This design comes from an exercise in tuning for small area on the open sky130 flow, not from production work. Function was checked by simulation only, so behaviour that the tests miss may differ from the original. Power and IR drop assume default switching activity.

== zinc ==
## tkb_core
module tkb_core (
    input  wire         clk,
    input  wire         rst,
    input  wire [31:0]  now,
    input  wire         rx_valid,
    output wire         rx_ready,
    input  wire [31:0]  rx_id,
    input  wire [3:0]   rx_len,
    input  wire [63:0]  rx_data,
    input  wire         hall_valid,
    output wire         hall_ready,
    input  wire [2:0]   hall_raw,
    input  wire         wd_tick_valid,
    output wire         wd_tick_ready,
    input  wire         st_tick_valid,
    output wire         st_tick_ready,
    output wire         tx_valid,
    input  wire         tx_ready,
    output wire [31:0]  tx_id,
    output wire [3:0]   tx_len,
    output wire [63:0]  tx_data,
    input  wire         tx_ok,
    output wire         pwm_set_valid,
    input  wire         pwm_set_ready,
    output wire [2:0]   pwm_set_ch,
    output wire [15:0]  pwm_set_width,
    input  wire         pwm_set_ok,
    output wire [127:0] pw_out,
    output reg          pwm_en,
    output reg          thr_pwr,
    output reg          main_pwr,
    output wire [1:0]   ks_out,
    output wire [2:0]   hall_level,
    output reg  [7:0]   diag_cr,
    output reg  [7:0]   diag_hs,
    output reg  [7:0]   diag_ua,
    output reg          last_ok,
    output wire         busy,
    input  wire [63:0]  cfg_pw_rev,
    input  wire [63:0]  cfg_pw_neutral,
    input  wire [63:0]  cfg_pw_fwd,
    input  wire [2:0]   cfg_act_low,
    input  wire [31:0]  cfg_wd_timeout,
    input  wire [31:0]  cfg_hk_delay,
    input  wire [31:0]  cfg_cmd_id,
    input  wire [31:0]  cfg_status_id
);
    localparam [1:0] KS_HARD = 2'b00, KS_SOFT = 2'b01, KS_RUN = 2'b10;
    localparam [2:0] S_IDLE = 3'd0,
                     S_COMP = 3'd1,    
                     S_PWM  = 3'd2,    
                     S_TXA  = 3'd3,    
                     S_DLY  = 3'd4,    
                     S_TXH  = 3'd5,    
                     S_TXU  = 3'd6;    
    localparam [1:0] K_HK = 2'd0, K_SK = 2'd1, K_HU = 2'd2, K_THR = 2'd3;
    reg  [1:0]  ks;
    reg  [15:0] pw [0:7];
    reg  [2:0]  hall_last;        
    reg  [31:0] wd_last;
    reg  [2:0]  st;
    reg  [1:0]  kind;
    reg  [2:0]  ch;
    reg  [3:0]  k;
    reg  [6:0]  rem;
    reg  [15:0] acc;
    reg  [31:0] spd;              
    reg  [3:0]  pend;
    reg         yng01, yng02, yng03, yng12, yng13, yng23;
    reg         wd_late;          
  ...
Size: ~760 I/O pins, about 0.016 mm2 of cells after synthesis.
==> flow/config.mk <==
export PLATFORM = sky130hd
export DESIGN_NAME = tkb_core
export DESIGN_NICKNAME = tkb_core
export VERILOG_FILES = /design/flow/design.v
export SDC_FILE = /design/flow/constraint.sdc
export NUM_CORES = 4
export LEC_CHECK = 0
export CAP_MARGIN = 20
export CORE_AREA = 4 4 266 266
export CTS_BUF_LIST = sky130_fd_sc_hd__clkbuf_4
export DIE_AREA = 0 0 270 270
export PLACE_DENSITY = 0.6
export SLEW_MARGIN = 20
==> flow/constraint.sdc <==
create_clock -name core_clock -period 80.0 [get_ports {clk}]
set_input_delay 16.0000 -clock core_clock [delete_from_list [all_inputs] [get_ports {clk}]]
set_output_delay 16.0000 -clock core_clock [all_outputs]
set_load 0.01 [all_outputs]
run.sh (not shown) runs the stock make flow with config.mk's settings and CLKGATE_MAP_FILE= SYNTH_SCRIPT=/design/flow/synth_recipe.tcl, a recipe that flattens the netlist after the stock synthesis.
The final layout from zinc, which completed every stage, passed the timing, DRC and antenna checks at the end of the flow.
Changes in willow relative to zinc:
Settings: removing CTS_BUF_LIST (formerly sky130_fd_sc_hd__clkbuf_4).
==> flow/flow/run.sh (new file) <==
#!/bin/bash
# The standard ORFS layout (standard.sh), with three changes:
# - synthesis is the standard flow's own script (synth_recipe.tcl, unchanged) with Yosys's
#   abc call given an area-recovering mapping script (flow/abc_area.script)
#   in place of ORFS's delay-oriented one; the registers, their names and
#   cell types are those of the standard synthesis;
# - the port buffers are made from the smallest buffer cell
#   (sky130_fd_sc_hd__buf_1) instead of the resizer's default choice; every
#   input and output port still gets its buffer;
# - clock tree synthesis uses one small clock buffer type, larger sink
#   clusters, and no dummy load cells.
# ORFS's whole output goes to standard.log; ORFS also keeps per-step logs
# under orfs/logs/.
set -o pipefail
HERE=$(pwd)
export BUFFER_PORTS_ARGS="-buffer_cell sky130_fd_sc_hd__buf_1"
export CTS_ARGS="-sink_clustering_enable -repair_clock_nets -sink_clustering_size 30 -sink_clustering_max_diameter 80 -buf_list sky130_fd_sc_hd__clkbuf_16 -dont_use_dummy_load"
{
  cat <<EOT
proc abc {args} {
  set i [lsearch -exact \$args -script]
  if {\$i >= 0} { lset args [expr {\$i + 1}] $HERE/flow/abc_area.script }
  yosys abc {*}\$args
}
EOT
  cat synth_recipe.tcl
} > area_synth.tcl
sed "s#SYNTH_SCRIPT=[^ ]*synth_recipe.tcl#SYNTH_SCRIPT=$HERE/area_synth.tcl#" standard.sh > area_standard.sh
if ! grep -q "SYNTH_SCRIPT=$HERE/area_synth.tcl" area_standard.sh; then
  echo "run.sh: could not point standard.sh at area_synth.tcl" >&2
  exit 1
fi
bash area_standard.sh > standard.log 2>&1
==> flow/flow/abc_area.script (new file) <==
&get -n
&st
&dch
&nf -R 1000
&put
strash
&get -n
&st
&dch
&nf -R 1000
&put
topo
==> flow/standard.sh (new file) <==
#!/bin/bash
# synth_recipe.tcl (not shown) runs the flow's synth.tcl, then flattens the netlist and writes it again
# the make line also repeats each setting of config.mk as NAME=value (left out here)
make -C /OpenROAD-flow-scripts/flow DESIGN_CONFIG=/design/flow/config.mk WORK_HOME=/design/flow/orfs CLKGATE_MAP_FILE= SYNTH_SCRIPT=/design/flow/synth_recipe.tcl "${@:-finish}"
removed: flow/run.sh
==> comparison <==
Core utilization: willow lower than zinc
Looking at number of optimization iterations in the first detailed-route pass, willow sits 2 below zinc.
Summary of willow over zinc: area of all placed cells without fillers has decreased; simple-gate share of the synthesized area has increased; reported net switching power has decreased.
willow vs. zinc: count of mapped cells out of synthesis went down by about 14%.
Comparing the two runs side by side, willow comes out ahead of zinc on sum of internal, switching and leakage power.
Cmp willow vs zinc: part of the power in the clock network lower in willow
Edits applied to the flow inputs when going from willow to violet:
Settings: CTS_CLUSTER_SIZE: unset -> 14; CTS_BUF_LIST: unset -> sky130_fd_sc_hd__clkbuf_8; CTS_CLUSTER_DIAMETER: unset -> 60.
==> flow/run.sh (new file) <==
#!/bin/bash
# synth_recipe.tcl (not shown) runs the flow's synth.tcl, then flattens the netlist and writes it again
# the make line also repeats each setting of config.mk as NAME=value (left out here)
make -C /OpenROAD-flow-scripts/flow DESIGN_CONFIG=/design/flow/config.mk WORK_HOME=/design/flow/orfs CLKGATE_MAP_FILE= SYNTH_SCRIPT=/design/flow/synth_recipe.tcl finish
removed: flow/flow/run.sh
removed: flow/flow/abc_area.script
removed: flow/standard.sh
==> run summary <==
- violet closes out successfully: all stages finished, all timing, DRC and antenna checks passed.
- Going from willow to violet, total vias in the final route up 1425; hold path depth down 1.
- Of violet and willow, the lower clock buffer count belongs to willow.
Edits applied to the flow inputs when going from violet to onyx:
Settings: an added CORE_UTILIZATION of 40; a deleted CTS_CLUSTER_SIZE that had been 14; a deleted CORE_AREA that had been 4 4 266 266; a change of CTS_BUF_LIST from sky130_fd_sc_hd__clkbuf_8 to sky130_fd_sc_hd__clkbuf_4; a deleted DIE_AREA that had been 0 0 270 270; a deleted CTS_CLUSTER_DIAMETER that had been 60; an added CORE_MARGIN of 2.
[summary]
Diff onyx..violet | sequential share of the synthesized area | unchanged
Looking at onyx and violet, the compound-cell area share of the yosys netlist is a wash.
Changes observed in onyx relative to violet: portion of netlist area occupied by mux cells has remained practically unchanged; mapped cell area held.
From violet to onyx, number of distinct library cells after synthesis did not move at all.
onyx did not run to completion, as it errored out during I/O pin placement (3_2_place_iop).
Re number of synthesized flops with an enable pin: no difference whatsoever between onyx and violet.
From violet to onyx the numbers moved as follows: synthesized cell count about even; width of the die lost 64 um; initial cell density of the core picked up an extra 17 points; y dimension of the die dropped 24%; placement row count moved down.
Here is what was changed in the inputs of delta compared with onyx.
Settings: removing CORE_UTILIZATION (formerly 40); setting DIE_AREA to 0 0 270 270 for the first time; removing CORE_MARGIN (formerly 2); setting CORE_AREA to 4 4 266 266 for the first time; removing CTS_BUF_LIST (formerly sky130_fd_sc_hd__clkbuf_4).
==> flow/flow/run.sh (new file) <==
#!/bin/bash
# The standard ORFS layout (standard.sh), with three changes:
# - synthesis is the standard flow's own script (synth_recipe.tcl, unchanged) with Yosys's
#   abc call given an area-recovering mapping script (flow/abc_area.script)
#   in place of ORFS's delay-oriented one; the registers, their names and
#   cell types are those of the standard synthesis;
# - the port buffers are made from the smallest buffer cell
#   (sky130_fd_sc_hd__buf_1) instead of the resizer's default choice; every
#   input and output port still gets its buffer;
# - clock tree synthesis uses one small clock buffer type, larger sink
#   clusters, and no dummy load cells.
# ORFS's whole output goes to standard.log; ORFS also keeps per-step logs
# under orfs/logs/.
set -o pipefail
HERE=$(pwd)
export BUFFER_PORTS_ARGS="-buffer_cell sky130_fd_sc_hd__buf_1"
export CTS_ARGS="-sink_clustering_enable -repair_clock_nets -sink_clustering_size 14 -sink_clustering_max_diameter 60 -buf_list sky130_fd_sc_hd__clkbuf_8 -dont_use_dummy_load"
{
  cat <<EOT
proc abc {args} {
  set i [lsearch -exact \$args -script]
  if {\$i >= 0} { lset args [expr {\$i + 1}] $HERE/flow/abc_area.script }
  yosys abc {*}\$args
}
EOT
  cat synth_recipe.tcl
} > area_synth.tcl
sed "s#SYNTH_SCRIPT=[^ ]*synth_recipe.tcl#SYNTH_SCRIPT=$HERE/area_synth.tcl#" standard.sh > area_standard.sh
if ! grep -q "SYNTH_SCRIPT=$HERE/area_synth.tcl" area_standard.sh; then
  echo "run.sh: could not point standard.sh at area_synth.tcl" >&2
  exit 1
fi
bash area_standard.sh > standard.log 2>&1
==> flow/flow/abc_area.script (new file) <==
&get -n
&st
&dch
&nf -R 1000
&put
strash
&get -n
&st
&dch
&nf -R 1000
&put
topo
==> flow/standard.sh (new file) <==
#!/bin/bash
# synth_recipe.tcl (not shown) runs the flow's synth.tcl, then flattens the netlist and writes it again
# the make line also repeats each setting of config.mk as NAME=value (left out here)
make -C /OpenROAD-flow-scripts/flow DESIGN_CONFIG=/design/flow/config.mk WORK_HOME=/design/flow/orfs CLKGATE_MAP_FILE= SYNTH_SCRIPT=/design/flow/synth_recipe.tcl "${@:-finish}"
removed: flow/run.sh
[summary]
delta has completed all stages; timing, DRC and antenna checks passed.
Changes observed in delta relative to onyx: number of distinct library cell variants in the gate-level netlist after synthesis has decreased; synthesized netlist cell count has decreased; arithmetic-cell share of the synthesized area counting full adders, half adders and majority gates has increased.
Cmp delta vs onyx: post-synthesis area per instance higher in delta
The area after synthesis of delta falls short of that of onyx by 8.2%.
Relative to onyx, the compound-cell area share of the yosys netlist of delta is lower by 0.89 points.
[compare] base=onyx new=delta: row count increased by 22 relative to the old numbers, sequential share of the synthesized area now sits higher.

[static timing again, ports no longer ideal]
In the flow no input, the clock included, has a driving cell. The finished layouts below were timed again as built, in two steps. Step 1 sets driving cells, clkbuf_16 on the clock port and buf_2 on the other inputs (assumed; they add their load-dependent delay and slew). Step 2 also shifts input and output timing later by t, the mid clock arrival at the registers, as if the neighbouring blocks saw the same clock. Three values: ideal ports, drivers, drivers and shift; two values: the first two.
run	shift t [ns]	setup WS [ns]	worst data-port slew with drivers (ns)
zinc	0.815	47.985 / 47.901 / 47.182	0.14
willow	0.619	48.000 / 47.934 / 47.934	0.13
violet	0.656	47.779 / 47.801 / 47.145	0.14
delta	0.639	48.000 / 47.935 / 47.935	0.15
After both steps every run listed still meets setup and hold. The setup slack of zinc, which loses most, moves by -0.084 ns with the drivers and by -0.803 ns with both steps.
